From an optimization exercise on the open Yosys and OpenROAD flow, aimed at small area; shortcuts taken in it are not production practice. Function was checked by simulation only, so behaviour that the tests miss may differ from the original. Power and IR drop assume default switching activity.

`design/flow/config.mk`:
```
export PLATFORM = sky130hd
export DESIGN_NAME = dmqh
export DESIGN_NICKNAME = dmqh
export VERILOG_FILES = /design/flow/design.v
export SDC_FILE = /design/flow/constraint.sdc
export NUM_CORES = 4
export LEC_CHECK = 0
export CAP_MARGIN = 20
export CORE_MARGIN = 2
export CORE_UTILIZATION = 40
export PLACE_DENSITY = 0.6
export SLEW_MARGIN = 20
```
`design/flow/constraint.sdc`:
```
create_clock -name core_clock -period 10.0 [get_ports {clk}]
set_input_delay 2.0000 -clock core_clock [delete_from_list [all_inputs] [get_ports {clk}]]
set_output_delay 2.0000 -clock core_clock [all_outputs]
set_load 0.01 [all_outputs]
```
`design/flow/design.v`:
```
module dmqh_segenc (
    input  wire [7:0] code,
    input  wire       dp,
    input  wire       e,
    output reg  [7:0] seg
);
    reg [6:0] glyph;    
    always @* begin
        case (code)
            8'h20: glyph = 7'h00;   
            8'h2D: glyph = 7'h01;   
            8'h30: glyph = 7'h7E;   
            8'h31: glyph = 7'h30;   
            8'h32: glyph = 7'h6D;   
            8'h33: glyph = 7'h79;   
            8'h34: glyph = 7'h33;   
            8'h35: glyph = 7'h5B;   
            8'h36: glyph = 7'h5F;   
            8'h37: glyph = 7'h70;   
            8'h38: glyph = 7'h7F;   
            8'h39: glyph = 7'h7B;   
            8'h41: glyph = 7'h77;   
            8'h42: glyph = 7'h1F;   
            8'h43: glyph = 7'h4E;   
            8'h44: glyph = 7'h3D;   
            8'h45: glyph = 7'h4F;   
            8'h46: glyph = 7'h47;   
            8'h47: glyph = 7'h5E;   
            8'h48: glyph = 7'h37;   
            8'h49: glyph = 7'h06;   
            8'h4A: glyph = 7'h3C;   
            8'h4B: glyph = 7'h57;   
            8'h4C: glyph = 7'h0E;   
            8'h4D: glyph = 7'h54;   
            8'h4E: glyph = 7'h15;   
            8'h4F: glyph = 7'h7E;   
            8'h50: glyph = 7'h67;   
            8'h51: glyph = 7'h73;   
            8'h52: glyph = 7'h05;   
            8'h53: glyph = 7'h5B;   
            8'h54: glyph = 7'h0F;   
            8'h55: glyph = 7'h3E;   
            8'h56: glyph = 7'h1C;   
            8'h57: glyph = 7'h2A;   
            8'h58: glyph = 7'h37;   
            8'h59: glyph = 7'h3B;   
            8'h5A: glyph = 7'h6D;   
            default: glyph = 7'h00;  
        endcase
        if (e)
            glyph = 7'h7F;           
        seg = {glyph, dp};
    end
endmodule
module dmqh (
    input  wire        clk,
    input  wire        rst,              
    input  wire        tick_valid,
    input  wire [31:0] tick_cmd,
    output reg         tick_resp_valid,
    output wire [31:0] tick_resp,
    input  wire        host_valid,
    input  wire [31:0] host_cmd,
    output reg         host_resp_valid,
    output wire [31:0] host_resp,
    output wire [11:0] digit_en,
    output wire [7:0]  seg,
    output wire        relay,
    output wire        evt_pending
);
    reg [3:0]  idx;           
    reg [7:0]  buf_r [0:11];
    reg [7:0]  segout;
    reg [1:0]  lastph;
    reg        lastbtn;
    reg [1:0]  mbox;
    reg        relay_r;
    reg [15:0] tlow;
    reg [15:0] thigh;
    reg        t_err;         
    reg [1:0]  t_code;        
    reg [2:0]  h_kind;        
    reg [3:0]  h_arg;         
    localparam [2:0] K_SMALL = 3'd0;    
    localparam [2:0] K_ERR   = 3'd1;    
    localparam [2:0] K_RDDIG = 3'd2;    
    localparam [2:0] K_WRCHR = 3'd3;    
    localparam [2:0] K_RDREG = 3'd4;    
    wire [11:0] en;
    genvar gi;
    generate
        for (gi = 0; gi < 12; gi = gi + 1) begin : g_en
            assign en[gi] = (idx == gi);
        end
    endgenerate
    wire [3:0] idx_rd = {idx[3] & ~idx[2], idx[2:0]};
    assign digit_en    = en;
    assign seg         = segout;
    assign relay       = relay_r;
    assign evt_pending = mbox[1] | mbox[0];
    wire [3:0] t_op = tick_cmd[31:28];
    wire       t_opc  = t_op[3] & (t_op[2] | t_op[1]);
    wire       t_port = (t_op != 4'h1);
    wire       t_fld  = |tick_cmd[27:3];
    wire [1:0] t_status = t_opc ? 2'd1 : t_port ? 2'd2 : t_fld ? 2'd3 : 2'd0;
    wire       t_ok  = (t_status == 2'd0);
    wire       t_do  = tick_valid & t_ok;
    reg [3:0] idx_next;
    always @* begin
        case (idx)
            4'd0:  idx_next = 4'd5;
            4'd1:  idx_next = 4'd6;
            4'd2:  idx_next = 4'd7;
            4'd3:  idx_next = 4'd8;
            4'd4:  idx_next = 4'd9;
            4'd5:  idx_next = 4'd10;
            4'd6:  idx_next = 4'd11;
            4'd7:  idx_next = 4'd0;
            4'd8:  idx_next = 4'd1;
            4'd9:  idx_next = 4'd2;
            4'd10: idx_next = 4'd3;
            4'd11: idx_next = 4'd4;
            default: idx_next = 4'd0;
        endcase
    end
    wire       idx_7 = idx[2] & idx[1] & idx[0];    
    reg  [7:0] tick_byte;
    always @* begin
        tick_byte = ({8{en[0]}}  & buf_r[5])
                  | ({8{en[1]}}  & buf_r[6])
                  | ({8{en[2]}}  & buf_r[7])
                  | ({8{en[3]}}  & buf_r[8])
                  | ({8{en[4]}}  & buf_r[9])
                  | ({8{en[5]}}  & buf_r[10])
                  | ({8{en[6]}}  & buf_r[11])
                  | ({8{idx_7}}  & buf_r[0])
                  | ({8{en[8]}}  & buf_r[1])
                  | ({8{en[9]}}  & buf_r[2])
                  | ({8{en[10]}} & buf_r[3])
                  | ({8{en[11]}} & buf_r[4]);
    end
    wire [1:0] ph  = tick_cmd[1:0];
    wire       btn = tick_cmd[2];
    wire       press = lastbtn & ~btn;
    wire       ph11  = lastph[1] & lastph[0];
    wire [1:0] evt;
    assign evt[0] = press | (ph11 & ~ph[1] & ph[0]);
    assign evt[1] = press | (ph11 & ph[1] & ~ph[0]);
    wire [1:0] mbox_t = (t_do && evt != 2'd0) ? evt : mbox;
    wire [3:0]  h_op   = host_cmd[31:28];
    wire [3:0]  h_sel  = host_cmd[27:24];
    wire        h_f1   = host_cmd[17];
    wire        h_f0   = host_cmd[16];
    wire [15:0] h_data = host_cmd[15:0];
    wire z_sel = |host_cmd[27:24];
    wire z_mid = |host_cmd[23:18];
    wire z_hi8 = |host_cmd[15:8];
    wire z_lo5 = |host_cmd[7:3];
    wire z_lo3 = |host_cmd[2:0];
    reg mbz_bad;
    always @* begin
        case (h_op)
            4'h0, 4'h5: mbz_bad = z_sel | z_mid | h_f1 | h_f0 | z_hi8 | z_lo5 | z_lo3;
            4'h2:       mbz_bad = z_mid | h_f1 | h_f0 | z_hi8;
            4'h3, 4'h9: mbz_bad = z_mid | h_f1 | h_f0 | z_hi8 | z_lo5 | z_lo3;
            4'h4:       mbz_bad = z_mid | z_hi8;
            4'h6, 4'h7: mbz_bad = z_sel | z_mid | h_f1 | h_f0;
            4'h8:       mbz_bad = z_sel | z_mid | h_f1;
            default:    mbz_bad = 1'b0;
        endcase
    end
    wire sel_ge12 = h_sel[3] & h_sel[2];
    wire sel_ge10 = h_sel[3] & (h_sel[2] | h_sel[1]);
    wire is_wrdig = (h_op == 4'h2);
    wire is_rddig = (h_op == 4'h3);
    wire is_wrchr = (h_op == 4'h4);
    wire is_getev = (h_op == 4'h5);
    wire is_setlo = (h_op == 4'h6);
    wire is_sethi = (h_op == 4'h7);
    wire is_heval = (h_op == 4'h8);
    wire is_rdreg = (h_op == 4'h9);
    reg [2:0] h_status;
    always @* begin
        if (h_op[3] & (h_op[2] | h_op[1]))
            h_status = 3'd1;
        else if (h_op == 4'h1)
            h_status = 3'd2;
        else if (mbz_bad || (is_rdreg && sel_ge10))
            h_status = 3'd3;
        else if ((is_wrdig || is_rddig || is_wrchr) && sel_ge12)
            h_status = 3'd4;
        else
            h_status = 3'd0;
    end
    wire h_ok = (h_status == 3'd0);
    wire h_do = host_valid & h_ok;
    wire [7:0] enc_byte;
    dmqh_segenc u_enc (
        .code (h_data[7:0]),
        .dp   (h_f0),
        .e    (h_f1),
        .seg  (enc_byte)
    );
    wire [7:0] chr_byte = {enc_byte[4:2], enc_byte[7:5], enc_byte[1:0]};
    wire [3:0] chr_pos  = 4'd11 - h_sel;
    wire signed [15:0] temp_s  = h_data;
    wire signed [15:0] tlow_s  = tlow;
    wire signed [15:0] thigh_s = thigh;
    wire relay_new = ~h_f0 & ~(temp_s >= thigh_s) & ((temp_s <= tlow_s) | relay_r);
    wire [3:0] w_addr = is_wrchr ? chr_pos : h_sel;
    wire       w_any  = h_do & (is_wrdig | is_wrchr);
    wire [7:0] w_data = rst ? 8'd0 : (is_wrchr ? chr_byte : h_data[7:0]);
    wire [15:0] th_data = rst ? 16'h8000 : h_data;
    integer i;
    always @(posedge clk) begin
        for (i = 0; i < 12; i = i + 1)
            if (rst | (w_any & (w_addr == i)))
                buf_r[i] <= w_data;
        if (rst | (h_do & is_setlo))
            tlow <= th_data;
        if (rst | (h_do & is_sethi))
            thigh <= th_data;
        if (rst | t_do)
            segout <= rst ? 8'd0 : tick_byte;
        if (rst | t_do)
            idx <= rst ? 4'd15 : idx_next;
    end
    always @(posedge clk) begin
        if (rst) begin
            lastph  <= 2'b00;
            lastbtn <= 1'b0;
            mbox    <= 2'd0;
            relay_r <= 1'b0;
        end else begin
            if (t_do) begin
                lastph  <= ph;
                lastbtn <= btn;
            end
            if (h_do && is_getev)
                mbox <= 2'd0;
            else
                mbox <= mbox_t;
            if (h_do && is_heval)
                relay_r <= relay_new;
        end
    end
    always @(posedge clk) begin
        tick_resp_valid <= tick_valid & ~rst;
        host_resp_valid <= host_valid & ~rst;
        t_err  <= ~t_ok;
        t_code <= t_ok ? evt : t_status;
        if (!h_ok) begin
            h_kind <= K_ERR;
            h_arg  <= {1'b0, h_status};
        end else if (is_rddig) begin
            h_kind <= K_RDDIG;
            h_arg  <= h_sel;
        end else if (is_wrchr) begin
            h_kind <= K_WRCHR;
            h_arg  <= chr_pos;
        end else if (is_rdreg) begin
            h_kind <= K_RDREG;
            h_arg  <= h_sel;
        end else if (is_getev) begin
            h_kind <= K_SMALL;
            h_arg  <= {2'b00, mbox_t};
        end else if (is_heval) begin
            h_kind <= K_SMALL;
            h_arg  <= {2'b00, relay_new ^ relay_r, relay_new};
        end else begin
            h_kind <= K_SMALL;
            h_arg  <= 4'd0;
        end
    end
    assign tick_resp = {2'b00, t_err ? t_code : 2'b00, 22'd0,
                        t_err ? 2'b00 : t_code, t_err ? 4'd0 : idx};
    wire [7:0] rd_lo = h_arg[1] ? (h_arg[0] ? buf_r[3]  : buf_r[2])
                                : (h_arg[0] ? buf_r[1]  : buf_r[0]);
    wire [7:0] rd_md = h_arg[1] ? (h_arg[0] ? buf_r[7]  : buf_r[6])
                                : (h_arg[0] ? buf_r[5]  : buf_r[4]);
    wire [7:0] rd_hi = h_arg[1] ? (h_arg[0] ? buf_r[11] : buf_r[10])
                                : (h_arg[0] ? buf_r[9]  : buf_r[8]);
    wire [7:0] rd_byte = h_arg[3] ? rd_hi : (h_arg[2] ? rd_md : rd_lo);
    reg [15:0] reg_val;
    always @* begin
        case (h_arg)
            4'd0:    reg_val = {12'd0, idx_rd};
            4'd1:    reg_val = {4'd0, en};
            4'd2:    reg_val = {8'd0, segout};
            4'd3:    reg_val = {13'd0, lastbtn, lastph};
            4'd4:    reg_val = {14'd0, mbox};
            4'd5:    reg_val = {15'd0, relay_r};
            4'd6:    reg_val = tlow;
            4'd7:    reg_val = thigh;
            4'd8:    reg_val = 16'h050C;
            4'd9:    reg_val = 16'h0001;
            default: reg_val = 16'd0;
        endcase
    end
    reg [15:0] h_value;
    reg [2:0]  h_stat_out;
    always @* begin
        h_stat_out = 3'd0;
        case (h_kind)
            K_SMALL: h_value = {14'd0, h_arg[1:0]};
            K_ERR:   begin h_value = 16'd0; h_stat_out = h_arg[2:0]; end
            K_RDDIG: h_value = {8'd0, rd_byte};
            K_WRCHR: h_value = {4'd0, h_arg, rd_byte};
            K_RDREG: h_value = reg_val;
            default: h_value = 16'd0;
        endcase
    end
    assign host_resp = {1'b0, h_stat_out, 12'd0, h_value};
endmodule
```
`design/flow/run.sh`:
```
#!/bin/bash
# synth_recipe.tcl (not shown) runs the flow's synth.tcl, then flattens the netlist and writes it again
# the make line also repeats each setting of config.mk as NAME=value (left out here)
make -C /OpenROAD-flow-scripts/flow DESIGN_CONFIG=/design/flow/config.mk WORK_HOME=/design/flow/orfs CLKGATE_MAP_FILE= SYNTH_SCRIPT=/design/flow/synth_recipe.tcl finish
```
==> impl_metrics.py, run 1 <==
metrics = {
    "pwr": {
        "ir_drop_mv": 0.115,
        "p_total_mw": 1.83,
        "leakagePower_nw": 4.26,
        "power.density_mw_per_mm2": 156,
    },
    "floorplan": {
        "start_util_pct": 40.6,
        "die_y_um": 161,
        "rows": 57,
        "coreArea_mm2": 0.0242,
        "die_w_um": 161,
        "ios": 156,
        "die-area_mm2": 0.0259,
    },
    "routing": {
        "antenna_left": 0,
        "vias_per_cell": 5.91,
        "routed_wl_mm": 29.7,
        "vias": 7896,
        "routedWlPerCell_um": 22.2,
        "dr.pass1.iters": 6,
        "drc": 0,
        "dr.first_iter.drc_count": 955,
    },
    "layout": {
        "multiInputGateArea_mm2": 0.00471,
        "drive_gt1_share_pct": 10.6,
        "ff_latch_area_mm2": 0.00457,
        "n_fill_cell": 2202,
        "nets": 1112,
        "layout_common_cells": "140 x edfxtp_1, 117 x clkdlybuf4s50_1, 62 x nor2_1",
        "area_growth_pct": 19.3,
        "diodes": 0,
        "final_common_cell": "edfxtp_1",
        "final_core_util_pct": 48.5,
    },
    "placement": {
        "portBuffers": 118,
        "place_ws_ns": 4.15,
        "place_congestion": 0.892,
        "dp.final_hpwl_mm": 21.7,
    },
    "setup_path": {
        "reg2reg_depth": 9,
        "required_ns": 10.06,
        "cp_num_cells": 9,
        "cp-endpoint": "thigh[8]",
        "path_buf_inv": 2,
        "crit_fanout": 20,
        "r2r-end": "h_arg[1]",
        "r2r_setup_slack_ns": 7.14,
        "path_cells": "clkdlybuf4s50_1 -> nor4_1 -> nand2_1 -> or3_1 -> o21ai_0 -> nand3_1 -> nor3b_2 -> buf_4 -> a41o_1",
        "critPathKind": "input port to flop",
        "timing.rr.start": "thigh[15]",
        "worst_path_max_delay_cell": "nor4_1",
        "critical-path-top-delay-family": "simple AND/OR/NAND/NOR gates",
        "slowest_delay_ns": 0.76,
        "start_kind": "input port",
        "critPathCaptureType": "flop",
        "critPathArrivalTime_ns": 5.50,
        "cp-startpoint": "host_cmd[8]",
    },
    "timing": {
        "max_slew_margin_pct": 29.5,
        "final_hold_viol_count": 0,
        "fin_tns_setup_ns": 0,
        "rsz0062_at_grt": "no",
        "finalWorstSetupSlack_ns": 4.56,
        "slew_viol_final": 0,
        "fin_hold_ws_ns": 0.548,
        "post-route-period-util_pct": 54.4,
        "finalSetupViolCount": 0,
        "clock.fmax_ghz": 0.184,
        "period_minus_slack_ns": 5.44,
        "worst_pin_slew_ns": 1.05,
        "skew_ns": 0.00931,
    },
    "status": {
        "status": "complete, no violations",
    },
    "synth": {
        "async_flop_share_pct": 0,
        "synth_area_mm2": 0.00985,
        "synthFlopType": "edfxtp_1",
        "synth_enable_flop_cells": 140,
        "ys_seq_elements": 158,
        "synthCells": 911,
        "syn_area_per_cell_um2": 10.8,
        "ys_seq_area_share_pct": 46.4,
        "ys_warn_count": 3,
        "synth_cell_types": 81,
    },
    "global_routing": {
        "grt_pass1_vias": 7394,
        "grt_usage_pct": 22.8,
        "grt_first_pass_wirelength_mm": 45.0,
        "antenna_found_initial": 0,
        "grt_max_degree": 60,
        "grt-ovfl-total": 0,
    },
    "clock_tree": {
        "clkTransAtPathRegs_ns": 0.07,
        "cts.sink_count": 158,
        "cts_hold_buf": 0,
        "cts_max_level": 4,
        "cts_buffers": 17,
        "cts_root_buffer": "clkbuf_16",
        "ctsResizeCount": 0,
        "cts.path.max_buffers": 2,
        "postCtsSetupBuffers": 0,
        "cts_tree": "done",
        "clk_latency_ns": 0.44,
    },
    "run": {
        "cap_violations": 0,
    },
    "hold_path": {
        "hold_path_class": "flop to flop",
        "min_from": "lastbtn",
    },
}
-- how the worst min path moves through the flow --
stage / endpoint / slack [ns] / cells after the start
after floorplan: lastbtn / 0.47 / 2
after global placement: lastbtn / 0.51 / 2
after detailed placement: lastbtn / 0.52 / 2
after CTS: lastbtn / 0.56 / 2
after global routing: lastbtn / 0.58 / 2
final: lastbtn / 0.55 / 2
-- power by group --
part | switching (mW) | internal (mW) | leakage (nW)
clock | 0.304 | 0.361 | 0.299
sequential | 0.0366 | 0.780 | 1.50
combinational | 0.191 | 0.155 | 2.46
total | 0.532 | 1.30 | 4.26
-- stage by stage --
step           std cells  cell area, um2
6_report            1337           11700
5_1_grt             1337           11700
4_1_cts             1337           11700
3_5_place_dp        1305           11100
3_3_place_gp        1305           11100
2_1_floorplan        947            9980
-- flip-flops by register name, indices dropped and copies added, names as in the netlist, 3 cells and up --
signal and flops:
thigh 16, idx 4, segout 8, h_kind 3, buf_r 96, h_arg 4, tlow 16
-- synth_stat cells, drive strengths merged (9+ instances only) --
library cell,count,share of area [%]
edfxtp,140,43
nor4,11,0.70
o211ai,9,0.69
nor2b,30,1.9
mux4,24,5.5
a22oi,10,0.76
mux2i,17,1.7
o21ai,31,1.6
a31o,12,1.1
inv,46,1.8
nand2b,14,0.89
nand3,15,0.76
a31oi,11,0.70
and2,24,1.5
buf,47,3.2
a22o,28,2.5
a211oi,11,0.89
ha,44,5.6
a21oi,53,2.7
a221oi,25,2.2
nand2,47,1.8
dfxtp,18,3.7
clkbuf,49,2.3
o22ai,9,0.57
nor2,62,2.4
nor3,14,0.71
-- cells by family after synthesis --
| family | count (synthesis) | synth area share, % |
|---|---|---|
| compound gates | 253 | 18.5 |
| xor+xnor | 6 | 0.534 |
| fa+ha+maj | 44 | 5.59 |
| buf+inv | 144 | 7.32 |
| flops | 158 | 46.4 |
| mux | 46 | 7.79 |
| other cells | 1 | 0.0381 |
| simple gates | 259 | 13.9 |
-- per-layer routing --
layer / up-vias / routed length [um] / track usage [%]
li1: 3606 / - / -
met1: 3805 / 12400 / 31.3
met2: 443 / 14300 / 37.7
met3: 42 / 2550 / 4.42
met4: 0 / 494 / 5.28
met5: - / 0 / 0
-- worst register-to-register path, stage by stage (launching register included) --
cell and delay (ns):
edfxtp_1 0.36, inv_1 0.05, ha_1 0.29, nand4_1 0.20, nor4_1 0.54, o21ai_0 0.20, a32oi_1 0.53, nor4b_1 0.12
a21bo_1 0.21, a311o_1 0.25
-- layout make-up --
| cell class | count | share of cell area [%] |
|---|---|---|
| multi-input cells | 645 | 40.1 |
| flip-flops and latches | 158 | 38.9 |
| repair buffers | 130 | 10.8 |
| clock buffers | 17 | 3.62 |
| well taps | 324 | 3.45 |
| clock inverters | 15 | 1.65 |
| inverters | 48 | 1.53 |
==> run 2: changes to the inputs <==
--- a/design/flow/design.v
+++ b/design/flow/design.v
@@ -81,11 +81,11 @@
     reg [1:0]  t_code;        
     reg [2:0]  h_kind;        
     reg [3:0]  h_arg;         
-    localparam [2:0] K_SMALL = 3'd0;    
-    localparam [2:0] K_ERR   = 3'd1;    
-    localparam [2:0] K_RDDIG = 3'd2;    
-    localparam [2:0] K_WRCHR = 3'd3;    
-    localparam [2:0] K_RDREG = 3'd4;    
+    localparam [2:0] K_SMALL = 3'b000;   
+    localparam [2:0] K_ERR   = 3'b100;   
+    localparam [2:0] K_RDDIG = 3'b001;   
+    localparam [2:0] K_WRCHR = 3'b101;   
+    localparam [2:0] K_RDREG = 3'b010;   
     wire [11:0] en;
     genvar gi;
     generate
@@ -203,10 +203,22 @@
     );
     wire [7:0] chr_byte = {enc_byte[4:2], enc_byte[7:5], enc_byte[1:0]};
     wire [3:0] chr_pos  = 4'd11 - h_sel;
-    wire signed [15:0] temp_s  = h_data;
-    wire signed [15:0] tlow_s  = tlow;
-    wire signed [15:0] thigh_s = thigh;
-    wire relay_new = ~h_f0 & ~(temp_s >= thigh_s) & ((temp_s <= tlow_s) | relay_r);
+    wire [16:0] c_ge_h, c_le_l;
+    assign c_ge_h[0] = 1'b1;
+    assign c_le_l[0] = 1'b1;
+    genvar gc;
+    generate
+        for (gc = 0; gc < 16; gc = gc + 1) begin : g_cmp
+            wire t_b = (gc == 15) ? ~h_data[gc] : h_data[gc];
+            wire h_b = (gc == 15) ? ~thigh[gc]  : thigh[gc];
+            wire l_b = (gc == 15) ? ~tlow[gc]   : tlow[gc];
+            assign c_ge_h[gc+1] = (t_b & ~h_b) | (t_b & c_ge_h[gc]) | (~h_b & c_ge_h[gc]);
+            assign c_le_l[gc+1] = (l_b & ~t_b) | (l_b & c_le_l[gc]) | (~t_b & c_le_l[gc]);
+        end
+    endgenerate
+    wire t_ge_h = c_ge_h[16];
+    wire t_le_l = c_le_l[16];
+    wire relay_new = ~h_f0 & ~t_ge_h & (t_le_l | relay_r);
     wire [3:0] w_addr = is_wrchr ? chr_pos : h_sel;
     wire       w_any  = h_do & (is_wrdig | is_wrchr);
     wire [7:0] w_data = rst ? 8'd0 : (is_wrchr ? chr_byte : h_data[7:0]);
@@ -274,41 +286,35 @@
     end
     assign tick_resp = {2'b00, t_err ? t_code : 2'b00, 22'd0,
                         t_err ? 2'b00 : t_code, t_err ? 4'd0 : idx};
-    wire [7:0] rd_lo = h_arg[1] ? (h_arg[0] ? buf_r[3]  : buf_r[2])
-                                : (h_arg[0] ? buf_r[1]  : buf_r[0]);
-    wire [7:0] rd_md = h_arg[1] ? (h_arg[0] ? buf_r[7]  : buf_r[6])
-                                : (h_arg[0] ? buf_r[5]  : buf_r[4]);
-    wire [7:0] rd_hi = h_arg[1] ? (h_arg[0] ? buf_r[11] : buf_r[10])
-                                : (h_arg[0] ? buf_r[9]  : buf_r[8]);
-    wire [7:0] rd_byte = h_arg[3] ? rd_hi : (h_arg[2] ? rd_md : rd_lo);
-    reg [15:0] reg_val;
-    always @* begin
-        case (h_arg)
-            4'd0:    reg_val = {12'd0, idx_rd};
-            4'd1:    reg_val = {4'd0, en};
-            4'd2:    reg_val = {8'd0, segout};
-            4'd3:    reg_val = {13'd0, lastbtn, lastph};
-            4'd4:    reg_val = {14'd0, mbox};
-            4'd5:    reg_val = {15'd0, relay_r};
-            4'd6:    reg_val = tlow;
-            4'd7:    reg_val = thigh;
-            4'd8:    reg_val = 16'h050C;
-            4'd9:    reg_val = 16'h0001;
-            default: reg_val = 16'd0;
-        endcase
-    end
+    wire [11:0] a_dec;
+    generate
+        for (gi = 0; gi < 12; gi = gi + 1) begin : g_adec
+            assign a_dec[gi] = (h_arg == gi);
+        end
+    endgenerate
+    wire k_buf = h_kind[0];
+    wire k_reg = h_kind[1];
+    wire k_x   = h_kind[2];
     reg [15:0] h_value;
-    reg [2:0]  h_stat_out;
+    integer k;
     always @* begin
-        h_stat_out = 3'd0;
-        case (h_kind)
-            K_SMALL: h_value = {14'd0, h_arg[1:0]};
-            K_ERR:   begin h_value = 16'd0; h_stat_out = h_arg[2:0]; end
-            K_RDDIG: h_value = {8'd0, rd_byte};
-            K_WRCHR: h_value = {4'd0, h_arg, rd_byte};
-            K_RDREG: h_value = reg_val;
-            default: h_value = 16'd0;
-        endcase
+        h_value = 16'd0;
+        for (k = 0; k < 12; k = k + 1)
+            h_value[7:0] = h_value[7:0] | ({8{k_buf & a_dec[k]}} & buf_r[k]);
+        h_value[11:8] = {4{k_buf & k_x}} & h_arg;
+        h_value[1:0]  = h_value[1:0] | ({2{~k_buf & ~k_reg & ~k_x}} & h_arg[1:0]);
+        h_value = h_value
+                | ({16{k_reg & a_dec[0]}} & {12'd0, idx_rd})
+                | ({16{k_reg & a_dec[1]}} & {4'd0, en})
+                | ({16{k_reg & a_dec[2]}} & {8'd0, segout})
+                | ({16{k_reg & a_dec[3]}} & {13'd0, lastbtn, lastph})
+                | ({16{k_reg & a_dec[4]}} & {14'd0, mbox})
+                | ({16{k_reg & a_dec[5]}} & {15'd0, relay_r})
+                | ({16{k_reg & a_dec[6]}} & tlow)
+                | ({16{k_reg & a_dec[7]}} & thigh)
+                | ({16{k_reg & a_dec[8]}} & 16'h050C)
+                | ({16{k_reg & a_dec[9]}} & 16'h0001);
     end
+    wire [2:0] h_stat_out = {3{~k_buf & ~k_reg & k_x}} & h_arg[2:0];
     assign host_resp = {1'b0, h_stat_out, 12'd0, h_value};
 endmodule
==> design/flow/flow/run.sh (new file) <==
#!/bin/bash
# Standard layout, with the smallest buffer on the ports and a clock tree
# without dummy loads.
set -euo pipefail
export BUFFER_PORTS_ARGS="-buffer_cell sky130_fd_sc_hd__buf_1"
export CTS_ARGS="-sink_clustering_enable -repair_clock_nets -dont_use_dummy_load"
bash standard.sh > flow.log 2>&1
==> design/flow/standard.sh (new file) <==
#!/bin/bash
# synth_recipe.tcl (not shown) runs the flow's synth.tcl, then flattens the netlist and writes it again
# the make line also repeats each setting of config.mk as NAME=value (left out here)
make -C /OpenROAD-flow-scripts/flow DESIGN_CONFIG=/design/flow/config.mk WORK_HOME=/design/flow/orfs CLKGATE_MAP_FILE= SYNTH_SCRIPT=/design/flow/synth_recipe.tcl "${@:-finish}"
removed: design/flow/run.sh
==> run 2 against run 1 <==
Still clean on timing, DRC and antenna. Utilization is 3.3 points lower. Clock skew is 0.0084 ns higher. Critical path depth is 2 higher. Critical path type unchanged. Largest cell class is now registers.
==> impl_metrics.py, run 2 <==
metrics = {
    "global_routing": {
        "grt_pass1_vias": 7258,
        "grt_usage_pct": 25.9,
        "grt_first_pass_wirelength_mm": 46.1,
        "antenna_found_initial": 0,
        "grt_max_degree": 59,
        "grt-ovfl-total": 0,
    },
    "timing": {
        "slew_viol_final": 0,
        "finalWorstSetupSlack_ns": 5.02,
        "skew_ns": 0.0177,
        "rsz0062_at_grt": "no",
        "final_hold_viol_count": 0,
        "worst_pin_slew_ns": 1.07,
        "fin_tns_setup_ns": 0,
        "max_slew_margin_pct": 28.6,
        "clock.fmax_ghz": 0.201,
        "finalSetupViolCount": 0,
        "post-route-period-util_pct": 49.8,
        "period_minus_slack_ns": 4.98,
    },
    "layout": {
        "drive_gt1_share_pct": 6.29,
        "final_core_util_pct": 45.1,
        "final_common_cell": "edfxtp_1",
        "layout_common_cells": "140 x edfxtp_1, 117 x buf_1, 84 x nor2_1",
        "top_regs": "buf_r (96), thigh (16), tlow (16)",
        "nets": 1054,
        "largest_reg_flops": 96,
        "regMostFlops": "buf_r",
        "diodes": 0,
        "ff_latch_area_mm2": 0.00456,
        "n_fill_cell": 2102,
        "multiInputGateArea_mm2": 0.00406,
        "area_growth_pct": 11.7,
    },
    "setup_path": {
        "slowest_delay_ns": 0.43,
        "critical-path-top-delay-family": "simple AND/OR/NAND/NOR gates",
        "path_buf_inv": 2,
        "critPathArrivalTime_ns": 5.05,
        "critPathCaptureType": "flop",
        "worst_path_max_delay_cell": "a21o_1",
        "crit_fanout": 9,
        "start_kind": "input port",
        "cp_num_cells": 11,
        "path_cells": "buf_1 -> inv_1 -> ha_1 -> nor4b_4 -> nand4_1 -> nor4b_1 -> nor4_1 -> nor3_4 -> nand4_4 -> nor2_1 -> a21o_1",
        "reg2reg_depth": 8,
        "required_ns": 10.07,
        "critPathKind": "input port to flop",
    },
    "synth": {
        "ys_warn_count": 3,
        "synth_enable_flop_cells": 140,
        "synthMostInstantiatedCell": "edfxtp_1",
        "yosysTopAreaCell": "edfxtp_1",
        "ys_seq_elements": 158,
        "synthTopCellsByArea": "edfxtp_1 46%, a221oi_1 5.3%, a22o_1 5.0%",
        "synth_adder_area_share_pct": 3.04,
        "synthCells": 863,
        "synth_top_family_by_area": "compound AO/OA/AOI/OAI gates",
        "yosysTopAreaCellShare_pct": 46.4,
        "yosys-top-cells-count": "140 x edfxtp_1, 84 x nor2_1, 55 x a221oi_1, 52 x a22o_1, 51 x nand2_1",
        "synth_xor_xnor_area_share_pct": 0.193,
        "synth_area_mm2": 0.00907,
        "synth-simple-area-share_pct": 16.2,
        "synth_compound_area_share_pct": 23.1,
        "async_flop_share_pct": 0,
        "ys_seq_area_share_pct": 50.3,
        "syn_area_per_cell_um2": 10.5,
        "synthFlopType": "edfxtp_1",
        "synth_cell_types": 76,
        "synthMuxAreaShare_pct": 0.607,
    },
    "status": {
        "status": "complete, no violations",
    },
    "routing": {
        "antenna_left": 0,
        "vias_per_cell": 6.37,
        "dr.first_iter.drc_count": 1005,
        "routed_wl_mm": 31.2,
        "routedWlPerCell_um": 24.9,
        "dr.pass1.iters": 6,
        "vias": 7994,
        "drc": 0,
    },
    "pwr": {
        "power.density_mw_per_mm2": 153,
        "leakagePower_nw": 3.56,
        "ir_drop_mv": 0.115,
    },
    "hold_path": {
        "hold_path_class": "flop to flop",
        "hold_depth": 2,
    },
    "placement": {
        "dp.final_hpwl_mm": 22.7,
        "place_congestion": 0.981,
        "portBuffers": 118,
        "place_ws_ns": 4.65,
    },
    "clock_tree": {
        "cts.sink_count": 158,
        "postCtsSetupBuffers": 0,
        "clkTransAtPathRegs_ns": 0.05,
        "cts_tree": "done",
        "cts_root_buffer": "clkbuf_16",
        "cts_hold_buf": 0,
        "ctsResizeCount": 0,
        "clk_latency_ns": 0.42,
        "cts.path.max_buffers": 2,
        "cts_buffers": 17,
        "cts_max_level": 4,
    },
    "floorplan": {
        "die-area_mm2": 0.0239,
        "die_w_um": 155,
        "rows": 55,
        "coreArea_mm2": 0.0224,
        "start_util_pct": 40.4,
        "ios": 156,
        "die_y_um": 155,
    },
    "run": {
        "cap_violations": 0,
    },
}
-- run 2: area by class of cell --
class | instances | share of cell area (%)
flip-flops and latches | 158 | 45.1
multi-input cells | 622 | 40.1
well taps | 285 | 3.52
repair buffers | 136 | 5.72
clock buffers | 17 | 4.20
inverters | 37 | 1.37
-- run 2: path summary, 6_finish.rpt --
kind / startpoint / end / slack, ns
hold / removal: lastbtn / lastbtn / 0.54
hold reg to reg: lastbtn / lastbtn / 0.54
setup reg to reg: thigh[0] / h_arg[1] / 7.34
setup / recovery: host_cmd[1] / buf_r[6][0] / 5.02
-- run 2: per-layer routing --
layer | routed length, um | GRT usage (%) | part of all wire (%)
met1 | 12700 | 35.4 | 41
met2 | 13200 | 38.1 | 42
met3 | 3810 | 7.26 | 12
met4 | 1490 | 12.1 | 4.8
met5 | 0 | 0 | 0
-- run 2: cells by family after synthesis --
| logic type | after synthesis |
|---|---|
| AO/OA/AOI/OAI | 279 |
| XOR/XNOR | 2 |
| adder cells (fa/ha/maj) | 24 |
| buffers and inverters | 119 |
| flip-flops | 158 |
| multiplexers | 5 |
| other | 1 |
| AND/OR/NAND/NOR | 275 |
-- run 2: stage by stage --
stage / hold slack [ns] / cells / area [um2] / power [mW]
floorplan: 0.485 / 899 / 9200 / 0.953
global placement: 0.543 / 1237 / 9690 / 1.04
detailed placement: 0.544 / 1237 / 9690 / 1.03
CTS: 0.554 / 1254 / 10100 / 1.55
global route: 0.583 / 1255 / 10100 / 1.60
finish: 0.542 / 1255 / 10100 / 1.55
-- run 2: worst register-to-register path: stages, from the launching register on --
cell,delay (ns)
edfxtp_1,0.44
nor2b_1,0.17
maj3_1,0.40
o221ai_1,0.21
a21oi_1,0.12
o21ai_0,0.51
a21oi_1,0.26
a311oi_1,0.34
o21bai_1,0.11
-- run 2: power by group --
| group | internal, mW | leakage [nW] | switching (mW) |
|---|---|---|---|
| registers | 0.781 | 1.50 | 0.0516 |
| logic | 0.0642 | 1.85 | 0.132 |
| clock network | 0.294 | 0.209 | 0.227 |
==> run 3: changes to the inputs <==
==> design/flow/run.sh (new file) <==
#!/bin/bash
# synth_recipe.tcl (not shown) runs the flow's synth.tcl, then flattens the netlist and writes it again
# the make line also repeats each setting of config.mk as NAME=value (left out here)
make -C /OpenROAD-flow-scripts/flow DESIGN_CONFIG=/design/flow/config.mk WORK_HOME=/design/flow/orfs CLKGATE_MAP_FILE= SYNTH_SCRIPT=/design/flow/synth_recipe.tcl finish
--- a/design/flow/config.mk
+++ b/design/flow/config.mk
@@ -8,5 +8,6 @@
 export CAP_MARGIN = 20
 export CORE_MARGIN = 2
 export CORE_UTILIZATION = 40
+export CTS_BUF_LIST = sky130_fd_sc_hd__clkbuf_4 sky130_fd_sc_hd__clkbuf_8
 export PLACE_DENSITY = 0.6
 export SLEW_MARGIN = 20
removed: design/flow/flow/run.sh
removed: design/flow/standard.sh
==> run 3 against run 2 <==
Sequential power is essentially flat. Combinational power grew 14%. Highest routed layer unchanged. Largest cell class unchanged. Count of clock-buffer cells in the layout is the same. Non-clock buffer count shrank 3.
==> impl_metrics.py, run 3 <==
metrics = {
    "status": {
        "status": "complete, no violations",
    },
    "floorplan": {
        "die-area_mm2": 0.0239,
        "die_w_um": 155,
        "coreArea_mm2": 0.0224,
        "start_util_pct": 40.4,
        "rows": 55,
        "ios": 156,
        "die_y_um": 155,
    },
    "synth": {
        "synthMostInstantiatedCell": "edfxtp_1",
        "synthTopCellsByArea": "edfxtp_1 46%, a221oi_1 5.3%, a22o_1 5.0%",
        "synthCells": 863,
        "async_flop_share_pct": 0,
        "synth_cell_types": 76,
        "ys_warn_count": 3,
        "synth_area_mm2": 0.00907,
        "yosysTopAreaCellShare_pct": 46.4,
        "yosys-top-cells-count": "140 x edfxtp_1, 84 x nor2_1, 55 x a221oi_1, 52 x a22o_1, 51 x nand2_1",
        "yosysTopAreaCell": "edfxtp_1",
        "syn_area_per_cell_um2": 10.5,
        "synthFlopType": "edfxtp_1",
        "synth_enable_flop_cells": 140,
        "ys_seq_elements": 158,
        "ys_seq_area_share_pct": 50.3,
    },
    "pwr": {
        "power.density_mw_per_mm2": 146,
        "p_seq_share_pct": 52.7,
        "swShare_pct": 28.6,
        "pwr-share-comb_pct": 14.2,
        "ir_drop_mv": 0.0884,
        "clockPowerShare_pct": 33.1,
        "p_sw_mw": 0.450,
        "p_int_mw": 1.13,
        "leakagePower_nw": 3.85,
    },
    "setup_path": {
        "critPathKind": "flop to primary output",
        "critPathCaptureType": "primary output",
        "start_kind": "flop",
        "required_ns": 8.00,
        "crit_fanout": 16,
        "critPathArrivalTime_ns": 3.50,
    },
    "hold_path": {
        "hold_path_class": "flop to flop",
    },
    "routing": {
        "drc": 0,
        "dr.pass1.iters": 6,
        "antenna_left": 0,
        "vias_per_cell": 6.30,
        "routedWlPerCell_um": 25.3,
        "vias": 7982,
        "routed_wl_mm": 32.1,
        "dr.first_iter.drc_count": 1046,
    },
    "layout": {
        "largest_reg_flops": 96,
        "layout_common_cells": "140 x edfxtp_1, 117 x clkdlybuf4s50_1, 82 x nor2_1",
        "nets": 1051,
        "ff_latch_area_mm2": 0.00456,
        "instances_no_fill": 1267,
        "final_common_cell": "edfxtp_1",
        "area_growth_pct": 19.6,
        "multiInputGateArea_mm2": 0.00406,
        "drive_gt1_share_pct": 7.43,
        "top_regs": "buf_r (96), thigh (16), tlow (16)",
        "n_fill_cell": 2062,
        "regMostFlops": "buf_r",
        "diodes": 0,
    },
    "timing": {
        "skew_ns": 0.0151,
        "rsz0062_at_grt": "no",
        "final_hold_viol_count": 0,
        "period_minus_slack_ns": 5.50,
        "clock.fmax_ghz": 0.182,
        "fin_tns_setup_ns": 0,
        "max_slew_margin_pct": 21.0,
        "finalSetupViolCount": 0,
        "slew_viol_final": 0,
        "worst_pin_slew_ns": 1.18,
        "post-route-period-util_pct": 55.0,
    },
    "global_routing": {
        "grt-ovfl-total": 0,
        "antenna_found_initial": 0,
        "grt_max_degree": 59,
        "grt_first_pass_wirelength_mm": 47.3,
        "grt_pass1_vias": 7417,
        "grt_usage_pct": 26.5,
    },
    "placement": {
        "dp.cells": 1234,
        "place_congestion": 1.02,
        "dp.final_hpwl_mm": 23.2,
        "portBuffers": 118,
    },
    "clock_tree": {
        "cts_buffers": 17,
        "cts_hold_buf": 0,
        "cts.path.max_buffers": 2,
        "cts_tree": "done",
        "cts.sink_count": 158,
        "clkTransAtPathRegs_ns": 0.09,
        "postCtsSetupBuffers": 0,
        "cts_root_buffer": "clkbuf_8",
        "cts_max_level": 4,
        "clk_latency_ns": 0.47,
        "ctsResizeCount": 0,
    },
    "run": {
        "cap_violations": 0,
    },
}
## run 3: cell counts after synthesis
No cell type changed its count.
## run 3: cells by family (layout without fill, tap and decap cells)
| logic type | Yosys count | count (layout) | share of synthesized area (%) |
|---|---|---|---|
| simple gates | 275 | 275 | 16.2 |
| xor+xnor | 2 | 2 | 0.193 |
| compound gates | 279 | 279 | 23.1 |
| other cells | 1 | 37 | 0.0414 |
| mux | 5 | 5 | 0.607 |
| fa+ha+maj | 24 | 24 | 3.04 |
| flops | 158 | 158 | 50.3 |
| buf+inv | 119 | 202 | 6.47 |
## run 3: power by group through the flow
stage	clock (mW)	sequential (mW)	combinational, mW
after floorplan	0	0.816	0.136
after global placement	0	0.845	0.223
after detailed placement	0	0.842	0.221
after CTS	0.528	0.828	0.222
after global routing	0.555	0.834	0.243
final	0.522	0.832	0.225
## run 3: path summary, 6_finish.rpt
| check | start | end | slack (ns) | cells after the start |
|---|---|---|---|---|
| worst max-delay path | h_arg[2] | host_resp[0] | 4.50 | 8 |
| worst min-delay path | lastbtn | lastbtn | 0.54 | 2 |
| worst max register to register | thigh[0] | h_arg[1] | 7.31 | 8 |
| worst min register to register | lastbtn | lastbtn | 0.54 | 2 |
## run 3: worst max-delay path, stage by stage, from the launching register on
cell and delay (ns):
dfxtp_1 0.43, nor2b_1 0.29, nand2_1 0.19, nor2_2 0.89
a222oi_1 0.28, o21ai_0 0.18, nor2_1 0.07, nand3_1 0.14
clkdlybuf4s50_1 0.57
## run 3: through the flow
step           setup slack (ns)  instance area, um2  hold WS, ns  util (%)  power (mW)
2_1_floorplan              5.01                9200        0.485         -       0.953
3_3_place_gp               4.32               10400        0.531      46.4        1.07
3_5_place_dp               4.24               10400        0.526      46.4        1.06
4_1_cts                    4.62               10800        0.551      48.3        1.58
5_1_grt                    4.35               10800        0.563      48.3        1.63
6_report                   4.50               10800        0.545      48.3        1.58
## run 3: layer usage
metal / up-vias / wire length, um / GRT usage, %
li1: 3508 / - / -
met1: 3785 / 13200 / 36.1
met2: 584 / 14000 / 40.3
met3: 105 / 3610 / 7.09
met4: 0 / 1340 / 10.5
met5: - / 0 / 0
## run 3: layout make-up
class,instances,area share [%]
Clock buffer,17,2.16
Clock inverter,15,1.81
Inverter,37,1.28
Multi-Input combinational cell,622,37.5
Sequential cell,158,42.1
Tap cell,285,3.29
Timing Repair Buffer,133,11.9
==> run 4: changes to the inputs <==
==> design/flow/flow/run.sh (new file) <==
#!/bin/bash
# The standard layout, with three changes:
#  - synthesis: the standard synthesis script, but with an area-oriented ABC
#    script and without extract_fa (registers are unchanged);
#  - the smallest buffer (buf_1) on the ports;
#  - a clock tree of smaller clock buffers and without dummy loads.
# Each step's output goes to ORFS's own logs under orfs/logs; make's output
# goes to flow.log.
set -euo pipefail
W=$(pwd)
export MY_ABC_SCRIPT=$W/flow/abc_area.script
export BUFFER_PORTS_ARGS="-buffer_cell sky130_fd_sc_hd__buf_1"
export CTS_ARGS="-sink_clustering_enable -repair_clock_nets -dont_use_dummy_load -buf_list {sky130_fd_sc_hd__clkbuf_4 sky130_fd_sc_hd__clkbuf_8} -sink_clustering_size 40 -sink_clustering_max_diameter 100"
sed "s|SYNTH_SCRIPT=[^ ]*|SYNTH_SCRIPT=$W/flow/my_synth.tcl|" standard.sh > my_standard.sh
grep -q "SYNTH_SCRIPT=$W/flow/my_synth.tcl" my_standard.sh
bash my_standard.sh > flow.log 2>&1
==> design/flow/flow/abc_area.script (new file) <==
strash
&get -n
&deepsyn -T 60
&put
&get -n
&dch -f
&nf -a
&put
topo
==> design/flow/flow/my_synth.tcl (new file) <==
proc synth {args} { yosys synth -nofsm -noshare {*}$args }
proc extract_fa {args} { puts "extract_fa skipped" }
proc abc {args} {
  set i [lsearch -exact $args -script]
  if {$i >= 0} { lset args [expr {$i+1}] $::env(MY_ABC_SCRIPT) }
  yosys abc {*}$args
}
source $::env(SCRIPTS_DIR)/synth.tcl
# left out here: clear keep_hierarchy, flatten, clean up, hide names made inside functions, write 1_2_yosys.v
==> design/flow/standard.sh (new file) <==
#!/bin/bash
# synth_recipe.tcl (not shown) runs the flow's synth.tcl, then flattens the netlist and writes it again
# the make line also repeats each setting of config.mk as NAME=value (left out here)
make -C /OpenROAD-flow-scripts/flow DESIGN_CONFIG=/design/flow/config.mk WORK_HOME=/design/flow/orfs CLKGATE_MAP_FILE= SYNTH_SCRIPT=/design/flow/synth_recipe.tcl "${@:-finish}"
==> design/flow/config.mk (replaced) <==
export PLATFORM = sky130hd
export DESIGN_NAME = dmqh
export DESIGN_NICKNAME = dmqh
export VERILOG_FILES = /design/flow/design.v
export SDC_FILE = /design/flow/constraint.sdc
export NUM_CORES = 4
export LEC_CHECK = 0
export CAP_MARGIN = 0
export CORE_MARGIN = 2
export CORE_UTILIZATION = 40
export GPL_TIMING_DRIVEN = 0
export PLACE_DENSITY = 0.6
export SLEW_MARGIN = 0
removed: design/flow/run.sh
==> run 4 against run 3 <==
Power fell by 14%. Largest cell class unchanged. Largest power group unchanged. Sequential cell count did not move. Critical path type is now input port to flop. Non-clock buffer count rose by 28. Now fails the layout checks on capacitance limit, slew limit. Global-route usage is 0.56 points lower. Synthesized area down 9.8%. Final area shrank 13%. Clock skew rose by 0.015 ns.
==> impl_metrics.py, run 4 <==
metrics = {
    "placement": {
        "dp.cells": 1159,
        "place_congestion": 0.941,
        "portBuffers": 118,
        "place_ws_ns": 3.56,
        "dp.final_hpwl_mm": 19.6,
        "post_dp_cell_area_mm2": 0.00921,
    },
    "layout": {
        "area_growth_pct": 15.4,
        "largest_reg_flops": 96,
        "instances_no_fill": 1176,
        "layout_common_cells": "140 x edfxtp_1, 117 x buf_1, 70 x nor2_1",
        "final_common_cell": "edfxtp_1",
        "drive_gt1_share_pct": 7.62,
        "n_fill_cell": 1899,
        "nets": 976,
        "regMostFlops": "buf_r",
        "diodes": 0,
        "fin_area_mm2": 0.00944,
        "top_regs": "buf_r (96), thigh (16), tlow (16)",
    },
    "routing": {
        "routed_wl_mm": 28.2,
        "antenna_left": 0,
        "vias": 7292,
        "vias_per_cell": 6.20,
        "dr.first_iter.drc_count": 1134,
        "dr.pass1.iters": 8,
        "drc": 0,
        "routedWlPerCell_um": 24.0,
    },
    "setup_path": {
        "slowest_delay_ns": 0.73,
        "required_ns": 10.07,
        "worst_path_max_delay_cell": "a21o_1",
        "critPathArrivalTime_ns": 6.16,
        "path_buf_inv": 1,
        "critPathKind": "input port to flop",
        "start_kind": "input port",
        "critPathCaptureType": "flop",
        "critical-path-top-delay-family": "compound AO/OA/AOI/OAI gates",
        "crit_fanout": 18,
        "path_cells": "buf_1 -> nor2b_1 -> nand3_1 -> o2111ai_1 -> a211oi_1 -> o211ai_1 -> a32o_1 -> nand3b_1 -> nand2b_1 -> a21oi_1 -> nand2_1 -> nor2_1 -> a21o_1",
    },
    "timing": {
        "fin_tns_setup_ns": 0,
        "finalWorstSetupSlack_ns": 3.91,
        "clock.fmax_ghz": 0.164,
        "skew_ns": 0.0305,
        "worst_pin_slew_ns": 1.54,
        "period_minus_slack_ns": 6.09,
        "post-route-period-util_pct": 60.9,
        "max_slew_margin_pct": -3.22,
        "rsz0062_at_grt": "no",
        "finalSetupViolCount": 0,
        "slew_viol_final": 11,
        "final_hold_viol_count": 0,
    },
    "synth": {
        "yosysTopAreaCell": "edfxtp_1",
        "ys_seq_area_share_pct": 55.8,
        "ys_warn_count": 3,
        "yosysTopAreaCellShare_pct": 51.4,
        "ys_seq_elements": 158,
        "synth_enable_flop_cells": 140,
        "synthMostInstantiatedCell": "edfxtp_1",
        "synthTopCellsByArea": "edfxtp_1 51%, a222oi_1 4.5%, dfxtp_1 4.4%",
        "syn_area_per_cell_um2": 11.2,
        "async_flop_share_pct": 0,
        "synth_area_mm2": 0.00818,
        "synth_cell_types": 59,
        "synthFlopType": "edfxtp_1",
        "yosys-top-cells-count": "140 x edfxtp_1, 72 x nor2_1, 56 x nand2_1, 37 x a222oi_1, 37 x buf_4",
        "synthCells": 729,
    },
    "clock_tree": {
        "cts_tree": "done",
        "cts_hold_buf": 0,
        "clk_latency_ns": 0.47,
        "cts_max_level": 4,
        "cts.path.max_buffers": 2,
        "clkTransAtPathRegs_ns": 0.06,
        "ctsResizeCount": 0,
        "cts.sink_count": 158,
        "postCtsSetupBuffers": 0,
        "cts_root_buffer": "clkbuf_8",
        "cts_buffers": 17,
    },
    "run": {
        "cap_violations": 1,
    },
    "global_routing": {
        "grt_first_pass_wirelength_mm": 41.6,
        "grt-ovfl-total": 0,
        "grt_max_degree": 39,
        "antenna_found_initial": 0,
        "grt_usage_pct": 25.9,
        "grt_pass1_vias": 6763,
    },
    "pwr": {
        "p_total_mw": 1.36,
        "leakagePower_nw": 3.10,
        "power.density_mw_per_mm2": 144,
        "ir_drop_mv": 0.0996,
    },
    "hold_path": {
        "hold_path_class": "flop to flop",
    },
    "status": {
        "status": "complete, but fails checks",
        "so.violations": "capacitance limit, slew limit",
    },
    "floorplan": {
        "coreArea_mm2": 0.0202,
        "die_y_um": 147,
        "die-area_mm2": 0.0216,
        "rows": 52,
        "die_w_um": 147,
        "start_util_pct": 40.6,
        "ios": 156,
    },
}
-- run 4: changes by cell type after synthesis, sizes merged, moves of 10 or more --
cell	previous run	this run
inv	36	0
a21oi	32	18
o21ai	29	19
nor2	84	72
maj3	10	0
a22o	52	24
clkbuf	41	0
a222oi	3	37
and2	16	6
ha	14	0
clkinv	1	24
a221oi	55	18
-- run 4: per-stage QoR --
step                hold WS [ns]  util [%]
detailed placement         0.503      45.6
finish                     0.515      46.8
global route               0.564      46.8
floorplan                  0.463         -
CTS                        0.515      46.8
global placement           0.491      45.1
-- run 4: where the power goes --
| part | internal [mW] | total (mW) | switching [mW] |
|---|---|---|---|
| Clock | 0.150 | 0.353 | 0.203 |
| Sequential | 0.782 | 0.824 | 0.0423 |
| Combinational | 0.0639 | 0.183 | 0.119 |
| Total | 0.996 | 1.36 | 0.364 |
-- run 4: final timing paths --
path | start | to | slack, ns | cells past startpoint
worst min register to register | mbox[1] | mbox[1] | 0.52 | 2
worst max register to register | thigh[2] | h_arg[1] | 6.99 | 13
worst min-delay path | mbox[1] | mbox[1] | 0.52 | 2
worst max-delay path | host_cmd[0] | tlow[1] | 3.91 | 13
-- run 4: logic make-up (layout without fill, tap and decap cells) --
kind of cell / Yosys count / in the layout / synth area share (%)
mux: 1 / 1 / 0.122
simple gates: 266 / 266 / 16.3
flops: 158 / 158 / 55.8
buf+inv: 61 / 202 / 4.50
xor+xnor: 7 / 7 / 0.749
compound gates: 235 / 235 / 22.5
other cells: 1 / 37 / 0.0458
-- run 4: routing by layer --
| metal | track usage (%) | vias to the layer above | wire (um) | share of wire (%) |
|---|---|---|---|---|
| li1 | - | 3257 | - | - |
| met1 | 34.7 | 3398 | 11300 | 40 |
| met2 | 39.1 | 541 | 12400 | 44 |
| met3 | 7.80 | 96 | 3420 | 12 |
| met4 | 11.6 | 0 | 1150 | 4.1 |
| met5 | 0 | - | 0 | 0 |
-- run 4: final cells by class --
| type | instances | area, um2 | share of cell area [%] |
|---|---|---|---|
| flip-flops and latches | 158 | 4560 | 48.3 |
| clock buffers | 17 | 234 | 2.48 |
| inverters | 24 | 90.1 | 0.954 |
| multi-input cells | 546 | 3420 | 36.2 |
| repair buffers | 124 | 517 | 5.47 |
| plain buffers | 37 | 278 | 2.94 |
| well taps | 270 | 338 | 3.58 |
-- run 4: worst reg2reg max path, delay by kind of cell, from the launching register on --
family                 cells  cell delay [ns]
AO/OA/AOI/OAI             11             2.17
flip-flops                 1             0.47
XOR/XNOR                   1             0.16
buffers and inverters      1             0.10
==> run 5: changes to the inputs <==
--- a/design/flow/flow/run.sh
+++ b/design/flow/flow/run.sh
@@ -10,7 +10,7 @@
 W=$(pwd)
 export MY_ABC_SCRIPT=$W/flow/abc_area.script
 export BUFFER_PORTS_ARGS="-buffer_cell sky130_fd_sc_hd__buf_1"
-export CTS_ARGS="-sink_clustering_enable -repair_clock_nets -dont_use_dummy_load -buf_list {sky130_fd_sc_hd__clkbuf_4 sky130_fd_sc_hd__clkbuf_8} -sink_clustering_size 40 -sink_clustering_max_diameter 100"
+export CTS_ARGS="-sink_clustering_enable -repair_clock_nets -dont_use_dummy_load -buf_list {sky130_fd_sc_hd__clkbuf_4 sky130_fd_sc_hd__clkbuf_8}"
 sed "s|SYNTH_SCRIPT=[^ ]*|SYNTH_SCRIPT=$W/flow/my_synth.tcl|" standard.sh > my_standard.sh
 grep -q "SYNTH_SCRIPT=$W/flow/my_synth.tcl" my_standard.sh
 bash my_standard.sh > flow.log 2>&1
--- a/design/flow/config.mk
+++ b/design/flow/config.mk
@@ -8,6 +8,5 @@
 export CAP_MARGIN = 0
 export CORE_MARGIN = 2
 export CORE_UTILIZATION = 40
-export GPL_TIMING_DRIVEN = 0
 export PLACE_DENSITY = 0.6
 export SLEW_MARGIN = 0
==> run 5 against run 4 <==
The run now finishes clean. Critical path type unchanged. Largest cell class unchanged. Wire length rose by 4.4%. Sequential cell count did not move. Highest routed layer unchanged. Sequential power rose by 1%. Sequential share of layout area rose by 1.4 points. Final area fell by 2.8%.
==> impl_metrics.py, run 5 <==
metrics = {
    "routing": {
        "vias": 7395,
        "dr.pass1.iters": 7,
        "dr.first_iter.drc_count": 1462,
        "routed_wl_mm": 29.4,
        "vias_per_cell": 6.44,
        "routedWlPerCell_um": 25.6,
        "drc": 0,
        "antenna_left": 0,
    },
    "layout": {
        "final_common_cell": "edfxtp_1",
        "largest_reg_flops": 96,
        "nets": 948,
        "instances_no_fill": 1148,
        "diodes": 0,
        "drive_gt1_share_pct": 4.10,
        "regMostFlops": "buf_r",
        "layout_common_cells": "140 x edfxtp_1, 117 x buf_1, 70 x nor2_1",
        "final_core_util_pct": 45.5,
        "top_regs": "buf_r (96), thigh (16), tlow (16)",
        "area_growth_pct": 12.2,
    },
    "timing": {
        "max_slew_margin_pct": 28.5,
        "clock.fmax_ghz": 0.171,
        "worst_pin_slew_ns": 1.07,
        "fin_tns_setup_ns": 0,
        "final_hold_viol_count": 0,
        "finalSetupViolCount": 0,
        "skew_ns": 0.0224,
        "slew_viol_final": 0,
        "rsz0062_at_grt": "no",
        "period_minus_slack_ns": 5.86,
        "post-route-period-util_pct": 58.6,
    },
    "synth": {
        "synth_cell_types": 59,
        "synth_area_mm2": 0.00818,
        "synthMostInstantiatedCell": "edfxtp_1",
        "ys_seq_area_share_pct": 55.8,
        "synthTopCellsByArea": "edfxtp_1 51%, a222oi_1 4.5%, dfxtp_1 4.4%",
        "synthFlopType": "edfxtp_1",
        "yosys-top-cells-count": "140 x edfxtp_1, 72 x nor2_1, 56 x nand2_1, 37 x a222oi_1, 37 x buf_4",
        "syn_area_per_cell_um2": 11.2,
        "ys_seq_elements": 158,
        "yosysTopAreaCellShare_pct": 51.4,
        "yosysTopAreaCell": "edfxtp_1",
        "synthCells": 729,
        "ys_warn_count": 3,
        "synth_enable_flop_cells": 140,
        "async_flop_share_pct": 0,
    },
    "clock_tree": {
        "cts_buffers": 17,
        "postCtsSetupBuffers": 0,
        "cts.sink_count": 158,
        "clk_latency_ns": 0.46,
        "cts_max_level": 4,
        "ctsResizeCount": 0,
        "cts.path.max_buffers": 2,
        "clkTransAtPathRegs_ns": 0.06,
        "cts_tree": "done",
        "cts_hold_buf": 0,
        "cts_root_buffer": "clkbuf_8",
    },
    "floorplan": {
        "coreArea_mm2": 0.0202,
        "die-area_mm2": 0.0216,
        "start_util_pct": 40.6,
        "ios": 156,
        "die_w_um": 147,
        "die_y_um": 147,
        "rows": 52,
    },
    "global_routing": {
        "grt-ovfl-total": 0,
        "grt_usage_pct": 27.3,
        "grt_use_met3_pct": 6.15,
        "antenna_found_initial": 0,
        "busiest_layer": "met2",
        "grt_use_met2_pct": 44.1,
        "use_met1_pct": 36.3,
        "grt_max_degree": 50,
        "grt_first_pass_wirelength_mm": 43.4,
        "grt_pass1_vias": 6922,
    },
    "setup_path": {
        "worst_path_max_delay_cell": "a21o_1",
        "critPathArrivalTime_ns": 5.92,
        "path_cells": "buf_1 -> nor2b_1 -> nand3_1 -> o2111ai_1 -> a211oi_1 -> o211ai_1 -> a32o_1 -> nand3b_1 -> nand2b_1 -> a21oi_1 -> nand2_1 -> nor2_1 -> a21o_1",
        "critPathCaptureType": "flop",
        "crit_fanout": 18,
        "slowest_delay_ns": 0.67,
        "start_kind": "input port",
        "critPathKind": "input port to flop",
        "required_ns": 10.07,
    },
    "pwr": {
        "p_sw_mw": 0.374,
        "ir_drop_mv": 0.0802,
        "swShare_pct": 27.5,
        "clockPowerShare_pct": 26.2,
        "p_seq_share_pct": 61.3,
        "power.density_mw_per_mm2": 148,
        "p_int_mw": 0.987,
        "pwr-share-comb_pct": 12.6,
        "leakagePower_nw": 2.94,
    },
    "placement": {
        "dp.final_hpwl_mm": 21.6,
        "portBuffers": 118,
        "dp.cells": 1131,
        "place_congestion": 0.917,
    },
    "status": {
        "status": "complete, no violations",
    },
    "hold_path": {
        "hold_path_class": "flop to flop",
    },
    "run": {
        "cap_violations": 0,
    },
}
## run 5: power groups by stage
stage	combinational (mW)	sequential (mW)	clock, mW
3_5_place_dp	0.167	0.846	0
5_1_grt	0.186	0.838	0.381
6_report	0.171	0.834	0.356
4_1_cts	0.168	0.832	0.358
3_3_place_gp	0.168	0.848	0
2_1_floorplan	0.108	0.821	0
## run 5: cell type report
| cell class | count | area, um2 |
|---|---|---|
| Fill cell | 1888 | 11000 |
| Sequential cell | 158 | 4560 |
| Clock buffer | 17 | 234 |
| Multi-Input combinational cell | 546 | 3390 |
| Inverter | 24 | 90.1 |
| Tap cell | 270 | 338 |
| Timing Repair Buffer | 133 | 557 |
## run 5: cells by family after synthesis
family / synth area share (%)
other: 0.0458
buffers and inverters: 4.50
xor gates and xnor gates: 0.749
DFF: 55.8
and+or+nand+nor: 16.3
AOI/OAI and AO/OA: 22.5
muxes: 0.122
## run 5: final timing paths
path / start / endpoint / slack [ns] / cells past startpoint
worst min-delay path: mbox[1] / mbox[1] / 0.52 / 2
worst max register to register: thigh[2] / h_arg[1] / 6.78 / 13
worst min register to register: mbox[1] / mbox[1] / 0.52 / 2
worst max-delay path: host_cmd[0] / tlow[13] / 4.14 / 13
## run 5: metal layers
metal | share of wire, % | routed length, um
met2 | 47 | 13800
met5 | 0 | 0
met4 | 3.4 | 1000
met1 | 39 | 11500
met3 | 10 | 3060
## run 5: through the flow
step           setup WS, ns  hold WS (ns)  instance area (um2)  total power [mW]
2_1_floorplan          4.72         0.463                 8320             0.929
3_3_place_gp           3.86         0.492                 8940              1.02
3_5_place_dp           3.83         0.515                 8940              1.01
4_1_cts                4.28         0.524                 9180              1.36
5_1_grt                3.87         0.564                 9180              1.40
6_report               4.14         0.521                 9180              1.36
## run 5: critical path: cells and delay by family
family                 cells  cell delay [ns]
AO/OA/AOI/OAI              6             1.98
AND/OR/NAND/NOR            6             1.35
buffers and inverters      1             0.58
==> run 6: changes to the inputs <==
==> design/flow/flow/abc_area.script (replaced) <==
strash
&get -n
&deepsyn -J 50
&put
&get -n
&dch -f
&nf -a
&put
topo
==> design/flow/flow/my_synth.tcl (replaced) <==
proc synth {args} { yosys synth -nofsm -noshare {*}$args }
proc extract_fa {args} { puts "extract_fa skipped" }
proc abc {args} {
  set i [lsearch -exact $args -script]
  if {$i < 0} { yosys abc {*}$args; return }
  set main $args
  lset main [expr {$i + 1}] $::env(MY_ABC_SCRIPT)
  if {[info exists ::env(MY_MUX_MODULES)]} {
    set mux $args
    lset mux [expr {$i + 1}] $::env(MY_ABC_SCRIPT_MUX)
    yosys abc {*}$mux {*}$::env(MY_MUX_MODULES)
    yosys abc {*}$main $::env(DESIGN_NAME) {*}[expr {[info exists ::env(MY_MAIN_EXTRA)] ? $::env(MY_MAIN_EXTRA) : ""}]
  } else {
    yosys abc {*}$main
  }
}
source $::env(SCRIPTS_DIR)/synth.tcl
# left out here: clear keep_hierarchy, flatten, clean up, hide names made inside functions, write 1_2_yosys.v
==> design/flow/config.mk (replaced) <==
export PLATFORM = sky130hd
export DESIGN_NAME = dmqh
export DESIGN_NICKNAME = dmqh
export VERILOG_FILES = /design/flow/design.v
export SDC_FILE = /design/flow/constraint.sdc
export NUM_CORES = 4
export LEC_CHECK = 0
export CAP_MARGIN = 10
export CORE_MARGIN = 2
export CORE_UTILIZATION = 40
export GPL_TIMING_DRIVEN = 0
export PLACE_DENSITY = 0.6
export SLEW_MARGIN = 10
==> run 6 against run 5 <==
Critical endpoint is now buf_r[7][0]. Non-clock buffer count is 30 higher. Largest power group unchanged. Largest cell class unchanged. Critical path depth stayed put. Still clean on timing, DRC and antenna. Highest routed layer unchanged. Combinational power grew 7%. Clock power about the same. Sequential share of layout area down 1.5 points.
==> impl_metrics.py, run 6 <==
metrics = {
    "timing": {
        "fin_tns_setup_ns": 0,
        "slew_viol_final": 0,
        "max_slew_margin_pct": 8.02,
        "clock.fmax_ghz": 0.166,
        "skew_ns": 0.0275,
        "rsz0062_at_grt": "no",
        "final_hold_viol_count": 0,
        "period_minus_slack_ns": 6.03,
        "worst_pin_slew_ns": 1.37,
        "post-route-period-util_pct": 60.3,
        "finalSetupViolCount": 0,
        "fin_hold_ws_ns": 0.500,
    },
    "hold_path": {
        "min_from": "mbox[1]",
        "hold_path_class": "flop to flop",
        "hold_end": "mbox[1]",
        "hold_depth": 2,
    },
    "clock_tree": {
        "cts.sink_count": 158,
        "clk_latency_ns": 0.46,
        "cts_tree": "done",
        "cts_buffers": 17,
        "cts.path.max_buffers": 2,
        "postCtsSetupBuffers": 0,
        "cts_root_buffer": "clkbuf_8",
        "cts_max_level": 4,
        "ctsResizeCount": 0,
        "cts_hold_buf": 0,
        "clkTransAtPathRegs_ns": 0.06,
    },
    "run": {
        "cap_violations": 0,
    },
    "synth": {
        "synthFlopType": "edfxtp_1",
        "ys_warn_count": 3,
        "synthTopCellsByArea": "edfxtp_1 51%, a222oi_1 4.5%, dfxtp_1 4.4%",
        "yosys-top-cells-count": "140 x edfxtp_1, 72 x nor2_1, 56 x nand2_1, 37 x a222oi_1, 37 x buf_4",
        "synth_area_mm2": 0.00818,
        "ys_seq_area_share_pct": 55.8,
        "syn_area_per_cell_um2": 11.2,
        "synthMostInstantiatedCell": "edfxtp_1",
        "synthCells": 729,
        "ys_seq_elements": 158,
        "synth_enable_flop_cells": 140,
        "yosysTopAreaCellShare_pct": 51.4,
        "async_flop_share_pct": 0,
        "synth_cell_types": 59,
        "yosysTopAreaCell": "edfxtp_1",
    },
    "setup_path": {
        "required_ns": 10.07,
        "r2r-end": "h_arg[1]",
        "timing.rr.start": "thigh[2]",
        "crit_fanout": 18,
        "critPathCaptureType": "flop",
        "r2r_setup_slack_ns": 6.98,
        "reg2reg_depth": 13,
        "critPathKind": "input port to flop",
        "start_kind": "input port",
        "critPathArrivalTime_ns": 6.09,
    },
    "pwr": {
        "ir_drop_mv": 0.111,
        "power.density_mw_per_mm2": 144,
        "leakagePower_nw": 3.12,
        "p_total_mw": 1.36,
    },
    "global_routing": {
        "grt_usage_pct": 25.8,
        "grt_first_pass_wirelength_mm": 41.4,
        "antenna_found_initial": 0,
        "grt-ovfl-total": 0,
        "grt_max_degree": 39,
        "grt_pass1_vias": 6755,
    },
    "routing": {
        "dr.pass1.iters": 7,
        "dr.first_iter.drc_count": 1139,
        "routedWlPerCell_um": 24.1,
        "antenna_left": 0,
        "vias": 7354,
        "vias_per_cell": 6.24,
        "drc": 0,
        "routed_wl_mm": 28.3,
    },
    "layout": {
        "largest_reg_flops": 96,
        "top_regs": "buf_r (96), thigh (16), tlow (16)",
        "area_growth_pct": 15.7,
        "diodes": 0,
        "nets": 978,
        "layout_common_cells": "140 x edfxtp_1, 117 x buf_1, 69 x nor2_1",
        "drive_gt1_share_pct": 7.93,
        "final_common_cell": "edfxtp_1",
        "final_core_util_pct": 46.9,
        "fin_area_mm2": 0.00946,
        "regMostFlops": "buf_r",
    },
    "floorplan": {
        "die_w_um": 147,
        "start_util_pct": 40.6,
        "die-area_mm2": 0.0216,
        "die_y_um": 147,
        "rows": 52,
        "coreArea_mm2": 0.0202,
        "ios": 156,
    },
    "placement": {
        "post_dp_cell_area_mm2": 0.00923,
        "dp.final_hpwl_mm": 19.6,
        "portBuffers": 118,
        "place_congestion": 0.941,
    },
    "status": {
        "status": "complete, no violations",
    },
}
==> run 6: cell counts after synthesis <==
Identical to the previous run, type by type.
==> run 6: worst max-delay path by stage <==
stage	to	cells after the start	start
after floorplan	tlow[0]	11	host_cmd[21]
final	buf_r[7][0]	13	host_cmd[0]
after global routing	tlow[1]	13	host_cmd[0]
after detailed placement	tlow[6]	13	host_cmd[0]
after CTS	tlow[0]	13	host_cmd[0]
after global placement	tlow[6]	13	host_cmd[0]
==> run 6: metrics by stage <==
step / setup WS (ns) / instances
2_1_floorplan: 4.72 / 765
3_3_place_gp: 3.53 / 1153
3_5_place_dp: 3.55 / 1161
4_1_cts: 4.02 / 1178
5_1_grt: 3.56 / 1178
6_report: 3.97 / 1178
==> run 6: layout make-up <==
type                    instances  area (um2)
multi-input cells             546        3420
fillers                      1907       10700
inverters                      24        90.1
clock buffers                  17         234
flip-flops and latches        158        4560
plain buffers                  37         278
repair buffers                126         536
well taps                     270         338
==> run 6: kinds of logic after synthesis <==
group / count (synthesis) / synth area share [%]
AO/OA/AOI/OAI: 235 / 22.5
buffers and inverters: 61 / 4.50
multiplexers: 1 / 0.122
AND/OR/NAND/NOR: 266 / 16.3
other: 1 / 0.0458
flip-flops: 158 / 55.8
XOR/XNOR: 7 / 0.749
==> run 6: critical path: stages <==
cell and delay, ns:
buf_1 0.61, nor2b_1 0.24, nand3_1 0.17, o2111ai_1 0.23, a211oi_1 0.36, o211ai_1 0.13, a32o_1 0.27, nand3b_1 0.19
nand2b_1 0.20, a21oi_1 0.39, nand2_1 0.18, nor2_1 0.43, a31o_1 0.68
==> run 6: layer usage <==
| layer | GRT usage [%] | wire, um | share of wire (%) | vias to the layer above |
|---|---|---|---|---|
| met5 | 0 | 0 | 0 | - |
| met4 | 10.4 | 1160 | 4.1 | 0 |
| met3 | 6.89 | 3480 | 12 | 92 |
| met2 | 39.5 | 12400 | 44 | 539 |
| met1 | 35.1 | 11300 | 40 | 3457 |
| li1 | - | - | - | 3266 |
==> run 6: where the power goes <==
part	switching [mW]	internal [mW]
clock network	0.204	0.150
registers	0.0429	0.782
logic	0.119	0.0641
total	0.366	0.996

==> afterwards: timing with drivers on the ports <==
How much do the figures lean on ideal ports? The routed layouts below were timed once more, with nothing changed but the port constraints. Step 1 sets driving cells, clkbuf_16 on the clock port and buf_2 on the other inputs (assumed; they add their load-dependent delay and slew). Step 2 times the ports against the registers' clock, not the clock port: input delays grow and output delays shrink by t, the midpoint of the rising clock arrivals with the driver on. Slacks: ideal ports / drivers / drivers and shift; pairs: ideal ports / drivers.
| run | t, ns | slack for setup (ns) |
|---|---|---|
| run 1 | 0.477 | 4.560 / 4.581 / 4.104 |
| run 2 | 0.464 | 5.018 / 5.039 / 4.576 |
| run 3 | 0.500 | 4.498 / 4.457 / 4.167 |
| run 4 | 0.495 | 3.912 / 3.922 / 3.427 |
| run 5 | 0.484 | 4.144 / 4.154 / 3.670 |
| run 6 | 0.495 | 3.975 / 3.989 / 3.494 |
